This design comes from an exercise in tuning for small area, a short achievable clock period and few clock cycles per item on the open sky130 flow, not from production work.
Where RTL was checked, it was by simulation tests only, not by an equivalence proof against the original.
No activity file was given, so power comes from the tool's default toggle rates.

==> flow/design.v (excerpt) <==
module ws_frame_rx (
  input  wire        clk,
  input  wire        rst,
  input  wire        in_valid,
  input  wire [7:0]  in_data,
  output wire        in_ready,
  output wire        ev_valid,
  input  wire        ev_ready,
  output wire        ev_crc_err,
  output wire [1:0]  ev_tag,
  output wire [7:0]  ev_command,
  output wire [7:0]  ev_status,
  output wire [7:0]  ev_length,
  output wire [63:0] ev_raw,
  output wire [63:0] ev_value1,
  output wire [63:0] ev_value2,
  output wire [15:0] ev_stored,
  output wire [15:0] ev_computed
);
Size in the first run: ~15000 um^2 of cells after synthesis.
Settings: LEC_CHECK=0, ABC_AREA=1, CAP_MARGIN=20, CORE_MARGIN=2, CORE_UTILIZATION=50, CTS_BUF_LIST=sky130_fd_sc_hd__clkbuf_8, CTS_CLUSTER_DIAMETER=50, CTS_CLUSTER_SIZE=20, PLACE_DENSITY=0.5, SETUP_SLACK_MARGIN=5, SLEW_MARGIN=20; clock period 9.0 ns.
standard.sh (not shown) runs the stock make flow with config.mk's settings and CLKGATE_MAP_FILE= SYNTH_SCRIPT=/design/flow/synth_recipe.tcl, a recipe that flattens the netlist after the stock synthesis.
==> flow/flow/run.sh <==
#!/bin/bash
# Own flow: the standard layout (standard.sh, unchanged synthesis) with
# a tighter setup target for repair_timing, the smallest buffer on the
# ports and clock tree synthesis without dummy loads. All tool output goes
# to logs in this folder (standard_own.log, and ORFS's logs under orfs/).
set -euo pipefail
MARGIN=${MARGIN:-5.8}
CTS="-sink_clustering_enable -repair_clock_nets -buf_list sky130_fd_sc_hd__clkbuf_8 -sink_clustering_size 30 -sink_clustering_max_diameter 40 -dont_use_dummy_load"
sed -e "s/SETUP_SLACK_MARGIN=[0-9.]*/SETUP_SLACK_MARGIN=$MARGIN/" \
    -e "s|\"\${@:-finish}\"|BUFFER_PORTS_ARGS='-buffer_cell sky130_fd_sc_hd__buf_1' CTS_ARGS='$CTS' \"\${@:-finish}\"|" \
    standard.sh > standard_own.sh
bash standard_own.sh > standard_own.log 2>&1
The first run completed without violations.
Testbench counts at the start, summed over its fixed seeds: cycles 24,942, bytes 24,934.
Edit:
--- a/flow/flow/run.sh
+++ b/flow/flow/run.sh
@@ -6,5 +6,5 @@
 set -euo pipefail
 MARGIN=${MARGIN:-5.8}
-CTS="-sink_clustering_enable -repair_clock_nets -buf_list sky130_fd_sc_hd__clkbuf_8 -sink_clustering_size 30 -sink_clustering_max_diameter 40 -dont_use_dummy_load"
+CTS="-sink_clustering_enable -repair_clock_nets -buf_list sky130_fd_sc_hd__clkbuf_8 -sink_clustering_size 20 -sink_clustering_max_diameter 50 -dont_use_dummy_load"
 sed -e "s/SETUP_SLACK_MARGIN=[0-9.]*/SETUP_SLACK_MARGIN=$MARGIN/" \
     -e "s|\"\${@:-finish}\"|BUFFER_PORTS_ARGS='-buffer_cell sky130_fd_sc_hd__buf_1' CTS_ARGS='$CTS' \"\${@:-finish}\"|" \
Settings changed: CORE_UTILIZATION 50 to 60, PLACE_DENSITY 0.5 to 0.7.
What happened: The changed run passed the timing, design-rule and antenna checks; setup slack gains 0.033 ns; final cell count is lower by about 3%; clock-buffer cell count fell by 12; worst hold slack stays flat; wire length falls by 4.1%; global-route usage goes up by 3.6 points; power is lower by about 5.4%; synthesized cell count stays the same; register-to-register slack gets better by 0.03 ns; die area shrinks by 16%.
Edit:
Settings changed: CORE_UTILIZATION 60 to 50, GPL_TIMING_DRIVEN set to 0, PLACE_DENSITY 0.7 to 0.6.
The changed run produced a clean layout.
Critical path depth is higher by 6.
Register-to-register slack got worse by 0.23 ns.
Routed wire length is higher by a little under a tenth.
Die area is higher by about a fifth.
Total power is higher by a few percent.
Via count is higher slightly.
Combinational power stays flat.
Non-clock buffer count is higher by 28.
Sequential cell count stays the same.

---

Another version of the RTL of ws_frame_rx (not shown whole).
Size: about 1500 cells after synthesis, about 290 flip-flops, roughly 270 I/O pins, ~0.015 mm² of cells after synthesis.
clock: 9.0 ns
lec_check: 0
cap_margin: 20
core_margin: 2
core_utilization: 50
place_density: 0.6
setup_slack_margin: 5
slew_margin: 20
==> flow/flow/run.sh <==
#!/bin/bash
# Own flow: the standard layout (standard.sh, unchanged synthesis) with
# a tighter setup target for repair_timing and the smallest buffer on the
# ports. All tool output goes to logs in this folder.
set -euo pipefail
MARGIN=${MARGIN:-5.8}
sed -e "s/SETUP_SLACK_MARGIN=[0-9.]*/SETUP_SLACK_MARGIN=$MARGIN/" \
    -e "s|\"\${@:-finish}\"|BUFFER_PORTS_ARGS='-buffer_cell sky130_fd_sc_hd__buf_1' \"\${@:-finish}\"|" \
    standard.sh > standard_own.sh
bash standard_own.sh > standard_own.log 2>&1
The baseline completed with no timing, DRC or antenna violations.
Testbench counts at the start, summed over its fixed seeds: cycles 24,942, bytes 24,934.
Then changed:
--- a/flow/flow/run.sh
+++ b/flow/flow/run.sh
@@ -6 +6 @@
-MARGIN=${MARGIN:-5.8}
+MARGIN=${MARGIN:-6.2}
- ABC_AREA: unset -> 1
- CTS_BUF_LIST: unset -> sky130_fd_sc_hd__clkbuf_8
- CTS_CLUSTER_DIAMETER: unset -> 50
- CTS_CLUSTER_SIZE: unset -> 20
Result: Die area fell by 0.43%; cell area rose by about 13%; final cell count rose by 21%; power fell by 3.3%; non-clock buffer count rose by 177; setup slack improves by 0.11 ns; first-iteration DRC count fell by 15%; routed wire length rose by 7.5%; via count rose by 11%; maximum frequency rose by 3.6%; clock-buffer cell count fell by 1.
Then changed:
--- a/flow/flow/run.sh
+++ b/flow/flow/run.sh
@@ -6 +6 @@
-MARGIN=${MARGIN:-6.2}
+MARGIN=${MARGIN:-6.0}
- ABC_AREA: 1 -> unset
- CTS_BUF_LIST: sky130_fd_sc_hd__clkbuf_8 -> unset
- CTS_CLUSTER_DIAMETER: 50 -> unset
- CTS_CLUSTER_SIZE: 20 -> unset
Effect: Non-clock buffer count fell by 68; setup slack is worse by 0.11 ns; first-iteration DRC count rose by 27%; worst hold slack is worse by 0.031 ns; cell count fell by 14%; maximum frequency fell by 3.5%; via count fell by 6.1%; power rose by 2.3%; wire length fell by 2.8%; sequential share of layout area rose by 1.8 points.
Then changed:
--- a/flow/flow/run.sh
+++ b/flow/flow/run.sh
@@ -6 +6 @@
-MARGIN=${MARGIN:-6.0}
+MARGIN=${MARGIN:-5.8}
- ABC_AREA: unset -> 1
- CTS_BUF_LIST: unset -> sky130_fd_sc_hd__clkbuf_16
- CTS_CLUSTER_DIAMETER: unset -> 60
- CTS_CLUSTER_SIZE: unset -> 30
What happened: The changed run completed with no timing, DRC or antenna violations; sequential share of layout area rises by 5.2 points; cell count rises by 4.0%; register-to-register slack gets better by 0.24 ns; count of clock-buffer cells in the layout falls by 7; worst hold slack gets better by 0.023 ns; utilization falls by 7.8 points; via count falls by 3.3%; total power falls by 2.1%; die area falls by 0.43%.

---

The RTL this note starts from:
==> flow/design.v <==
module ws_crc16_byte (
  input  wire [15:0] crc_in,
  input  wire [7:0]  data,
  output reg  [15:0] crc_out
);
  integer i;
  always @* begin
    crc_out = crc_in ^ {data, 8'h00};
    for (i = 0; i < 8; i = i + 1) begin
      if (crc_out[15])
        crc_out = {crc_out[14:0], 1'b0} ^ 16'h1021;
      else
        crc_out = {crc_out[14:0], 1'b0};
    end
  end
endmodule
module ws_framer (
  input  wire        clk,
  input  wire        rst,
  input  wire        in_valid,
  input  wire [7:0]  in_data,
  output wire        in_ready,
  input  wire        ev_take,
  output reg         ev_valid,
  output reg         ev_crc_err,
  output reg  [1:0]  ev_tag,
  output reg  [7:0]  ev_command,
  output reg  [7:0]  ev_status,
  output reg  [7:0]  ev_length,
  output reg  [63:0] ev_raw,
  output reg  [15:0] ev_stored,
  output reg  [15:0] ev_computed,
  output reg         start1,       
  output reg         start2        
);
  reg        bv;                   
  reg  [7:0] bd;
  reg  [5:0] pos;
  reg  [1:0] ctag;                 
  wire is_aa  = (bd == 8'hAA);
  wire is_tag = (bd == 8'h01) || (bd == 8'h02) || (bd == 8'h03);
  reg        rdy;
  assign in_ready = rdy;
  reg  [5:0] pos_n;
  always @* begin
    pos_n = pos;
    if (bv)
      case (pos)
        6'd0: pos_n = is_aa ? 6'd1 : 6'd0;
        6'd1: pos_n = is_tag ? 6'd2 : is_aa ? 6'd1 : 6'd0;
        6'd2: pos_n = (bd == 8'h55) ? 6'd3 : is_aa ? 6'd1 : 6'd0;
        6'd3: pos_n = (bd == 8'hC3) ? 6'd4 : is_aa ? 6'd1 : 6'd0;
        default: pos_n = pos + 6'd1;    
      endcase
  end
  wire bv_n  = in_valid && rdy;
  wire evv_n = (ev_valid && !ev_take) || (bv && pos == 6'd63);
  wire rdy_n = !evv_n || (pos_n < 6'd2) || (pos_n == 6'd2 && !bv_n);
  wire [15:0] crc_next;
  ws_crc16_byte u_crc (.crc_in(ev_computed), .data(bd), .crc_out(crc_next));
  always @(posedge clk) begin
    if (rst) begin
      bv       <= 1'b0;
      pos      <= 6'd0;
      rdy      <= 1'b1;
      ev_valid <= 1'b0;
      start1   <= 1'b0;
      start2   <= 1'b0;
    end else begin
      bv  <= bv_n;
      rdy <= rdy_n;
      pos <= pos_n;
      start1 <= 1'b0;
      start2 <= 1'b0;
      if (ev_take)
        ev_valid <= 1'b0;
      if (bv) begin
        if (pos == 6'd3) begin
          ev_tag      <= ctag;
          ev_computed <= 16'hFFFF;
        end
        if (pos >= 6'd4 && pos <= 6'd61)
          ev_computed <= crc_next;
        if (pos == 6'd4) ev_command <= bd;
        if (pos == 6'd5) ev_status  <= bd;
        if (pos == 6'd6) ev_length  <= bd;
        if (pos >= 6'd7 && pos <= 6'd14)
          ev_raw[(pos - 6'd7) * 8 +: 8] <= bd;
        if (pos == 6'd62) ev_stored[15:8] <= bd;
        if (pos == 6'd63) begin
          ev_stored[7:0] <= bd;
          ev_crc_err     <= (ev_computed != {ev_stored[15:8], bd});
          ev_valid       <= 1'b1;
        end
        start1 <= (pos == 6'd8 && ev_tag == 2'd0) || (pos == 6'd10 && ev_tag != 2'd0);
        start2 <= (pos == 6'd10 && ev_tag == 2'd0) || (pos == 6'd14 && ev_tag == 2'd1);
      end
    end
  end
  always @(posedge clk)
    if (bv && pos == 6'd1) ctag <= bd[1:0] - 2'd1;
  always @(posedge clk)
    bd <= in_data;
endmodule
module ws_div_f64 #(
  parameter RW = 7                  
) (
  input  wire         clk,
  input  wire         rst,
  input  wire         start,
  input  wire         sel25,        
  input  wire         sel125,       
  input  wire         sgn,
  input  wire [23:0]  lv,
  input  wire [10:0]  ex0,
  output reg          sign,
  output reg  [10:0]  expo,
  output reg  [51:0]  frac
);
  reg          pre, post;
  reg          d25, d125;
  reg  [4:0]   cnt;
  reg  [RW-1:0] rem;
  reg          t_hi, t_lo;          
  function [RW:0] stp;              
    input [RW-1:0] r;
    input          b;
    input          is25, is125;
    reg   [7:0]    x, y1, y2;
    begin
      x  = {r, b};
      y1 = x - 8'd125;
      y2 = x - 8'd25;
      if (is125 && x >= 8'd125)     stp = {1'b1, y1[RW-1:0]};
      else if (is25 && x >= 8'd25)  stp = {1'b1, y2[RW-1:0]};
      else if (!is25 && !is125)     stp = {b, {RW{1'b0}}};
      else                          stp = {1'b0, x[RW-1:0]};
    end
  endfunction
  wire          b_hi = frac[51] | t_hi;
  wire          b_lo = frac[50] | t_lo;
  wire [RW:0]   s1   = stp(rem, b_hi, d25, d125);
  wire          q_hi = s1[RW];
  wire [RW-1:0] r1   = s1[RW-1:0];
  wire [RW:0]   s2   = stp(r1, b_lo, d25, d125);
  wire          q_lo = s2[RW];
  wire [RW-1:0] r2   = s2[RW-1:0];
  wire [10:0] ex_m1 = expo - 11'd1;
  wire [10:0] ex_m2 = expo - 11'd2;
  wire [4:0]  cnt_n = cnt + 5'd1;
  always @(posedge clk) begin
    if (rst) begin
      pre  <= 1'b0;
      post <= 1'b0;
    end else if (start) begin
      pre  <= (lv != 24'd0);
      post <= 1'b0;
    end else if (pre) begin
      if (q_hi || q_lo) begin
        pre  <= 1'b0;
        post <= 1'b1;
      end
    end else if (post) begin
      if (cnt == 5'd25)
        post <= 1'b0;
    end
  end
  always @(posedge clk) begin
    if (start) begin
      d25  <= sel25;
      d125 <= sel125;
      sign <= sgn;
      frac <= {lv, 28'd0};
      rem  <= {RW{1'b0}};
      cnt  <= 5'd0;
      expo <= (lv == 24'd0) ? 11'd0 : ex0;
      t_hi <= 1'b0;
      t_lo <= 1'b0;
    end else if (pre) begin
      if (q_hi) begin
        frac <= {frac[50:0], 1'b0};
        rem  <= r1;
      end else begin
        frac <= {frac[49:0], 2'b00};
        rem  <= r2;
        expo <= q_lo ? ex_m1 : ex_m2;
      end
    end else if (post) begin
      frac <= {frac[49:0], q_hi, q_lo};
      rem  <= r2;
      cnt  <= cnt_n;
      t_hi <= (d25 && cnt_n == 5'd24) || (d125 && (cnt_n == 5'd23 || cnt_n == 5'd24 || cnt_n == 5'd25));
      t_lo <= (d25 && cnt_n == 5'd24) || (d125 && (cnt_n == 5'd23 || cnt_n == 5'd24));
    end
  end
endmodule
module ws_f32_to_f64 (
  input  wire [1:0]  mode,       
  input  wire [31:0] f,          
  output reg  [23:0] lv,         
  output reg  [10:0] ex0         
);
  wire [7:0]  e   = f[30:23];
  wire [15:0] n   = f[15:0];
  wire [15:0] mag = n[15] ? (16'd0 - n) : n;
  always @* begin
    case (mode)
      2'd0: begin lv = {mag, 8'd0}; ex0 = 11'd1036; end
      2'd2: begin lv = {n, 8'd0};   ex0 = 11'd1035; end
      default: begin
        lv  = {(e != 8'd0), f[22:0]};
        ex0 = (e == 8'hFF) ? 11'h7FF : (e == 8'd0) ? 11'd897 : ({3'd0, e} + 11'd896);
      end
    endcase
  end
endmodule
module ws_decoder (
  input  wire [1:0]  tag,
  input  wire [63:0] raw,
  output wire        sign1,
  output wire        sign2
);
  assign sign1 = (tag == 2'd0) ? raw[15] : (tag == 2'd1) ? raw[31] : 1'b0;
  assign sign2 = (tag == 2'd0) ? raw[31] : raw[63];
endmodule
module ws_frame_rx (
  input  wire        clk,
  input  wire        rst,
  input  wire        in_valid,
  input  wire [7:0]  in_data,
  output wire        in_ready,
  output wire        ev_valid,
  input  wire        ev_ready,
  output wire        ev_crc_err,
  output wire [1:0]  ev_tag,
  output wire [7:0]  ev_command,
  output wire [7:0]  ev_status,
  output wire [7:0]  ev_length,
  output wire [63:0] ev_raw,
  output wire [63:0] ev_value1,
  output wire [63:0] ev_value2,
  output wire [15:0] ev_stored,
  output wire [15:0] ev_computed
);
  wire start1, start2;
  ws_framer u_framer (
    .clk(clk), .rst(rst),
    .in_valid(in_valid), .in_data(in_data), .in_ready(in_ready),
    .ev_take(ev_valid && ev_ready), .ev_valid(ev_valid),
    .ev_crc_err(ev_crc_err), .ev_tag(ev_tag), .ev_command(ev_command),
    .ev_status(ev_status), .ev_length(ev_length), .ev_raw(ev_raw),
    .ev_stored(ev_stored), .ev_computed(ev_computed),
    .start1(start1), .start2(start2)
  );
  wire [23:0] lv1;
  wire [10:0] ex1;
  ws_f32_to_f64 u_op1 (
    .mode(ev_tag),
    .f(ev_tag == 2'd2 ? {16'd0, ev_raw[31:16]} : ev_raw[31:0]),
    .lv(lv1), .ex0(ex1)
  );
  ws_div_f64 #(.RW(7)) u_eng1 (
    .clk(clk), .rst(rst), .start(start1),
    .sel25(ev_tag == 2'd0), .sel125(ev_tag == 2'd2), .sgn(sgn1),
    .lv(lv1), .ex0(ex1),
    .sign(ev_value1[63]), .expo(ev_value1[62:52]), .frac(ev_value1[51:0])
  );
  wire [23:0] lv2;
  wire [10:0] ex2;
  ws_f32_to_f64 u_op2 (
    .mode({1'b0, ev_tag[0]}),
    .f(ev_tag[0] ? ev_raw[63:32] : {16'd0, ev_raw[31:16]}),
    .lv(lv2), .ex0(ex2)
  );
  ws_div_f64 #(.RW(5)) u_eng2 (
    .clk(clk), .rst(rst), .start(start2),
    .sel25(ev_tag == 2'd0), .sel125(1'b0), .sgn(sgn2),
    .lv(lv2), .ex0(ex2),
    .sign(ev_value2[63]), .expo(ev_value2[62:52]), .frac(ev_value2[51:0])
  );
  wire sgn1, sgn2;
  ws_decoder u_sign (
    .tag(ev_tag), .raw(ev_raw), .sign1(sgn1), .sign2(sgn2)
  );
endmodule
Settings: LEC_CHECK=0, CAP_MARGIN=20, CORE_MARGIN=2, CORE_UTILIZATION=50, CTS_BUF_LIST=sky130_fd_sc_hd__clkbuf_4, PLACE_DENSITY=0.6, SETUP_SLACK_MARGIN=5, SLEW_MARGIN=20; clock period 9.0 ns.
run.sh (not shown) runs the stock make flow with config.mk's settings and CLKGATE_MAP_FILE= SYNTH_SCRIPT=/design/flow/synth_recipe.tcl, a recipe that flattens the netlist after the stock synthesis.
Stock flow here: none of the scripts above is used.
Edit:
--- a/flow/config.mk
+++ b/flow/config.mk
@@ -9,5 +9,4 @@
 export CORE_MARGIN = 2
-export CORE_UTILIZATION = 50
-export CTS_BUF_LIST = sky130_fd_sc_hd__clkbuf_4
-export PLACE_DENSITY = 0.6
+export CORE_UTILIZATION = 30
+export PLACE_DENSITY = 0.5
 export SETUP_SLACK_MARGIN = 5
Effect:
- non-clock buffer count drops by 9
- clock power rises by 20%
- utilization falls by 24 points
- total power grows by 7.9%
- wire length increases by 11%
No run of this note included a check of the RTL's function; only the layout flow was run.

## afterwards: timing with drivers on the ports
The results above use ideal ports. As a check the final layouts listed here were re-extracted and re-timed, cells and wires unchanged. Step 1, drivers: a clkbuf_16 drives clk and a buf_2 each remaining input, both assumed. Step 2, shift: input delay + t, output delay - t, t = (earliest + latest rising clock arrival at the registers) / 2. This alone moves slack from input paths to output paths. Slacks: ideal ports / drivers / drivers and shift; pairs: ideal ports / drivers.
| run | t, ns | setup slack, ns | worst register clock-pin slew, ns |
|---|---|---|---|
| the first run of note 1 | 0.578 | 5.816 / 5.767 / 5.384 | 0.09 / 0.09 |
| the second run of note 1 | 0.615 | 5.850 / 5.800 / 5.294 | 0.11 / 0.11 |
| the third run of note 1 | 0.568 | 5.810 / 5.791 / 5.368 | 0.10 / 0.10 |
| the first run of note 2 | 0.561 | 5.798 / 5.749 / 5.297 | 0.06 / 0.06 |
| the second run of note 2 | 0.600 | 5.910 / 5.858 / 5.583 | 0.10 / 0.10 |
| the third run of note 2 | 0.614 | 5.799 / 5.751 / 5.343 | 0.07 / 0.07 |
| the fourth run of note 2 | 0.607 | 5.857 / 5.805 / 5.455 | 0.08 / 0.08 |
| the first run of note 3 | 0.812 | 5.027 / 4.983 / 4.964 | 0.08 / 0.08 |
| the second run of note 3 | 0.611 | 5.088 / 5.031 / 4.644 | 0.06 / 0.06 |
After both steps setup and hold are still met in every run listed. The setup slack of the second run of note 1, which loses most, moves by -0.050 ns with the drivers and by -0.556 ns with both steps.
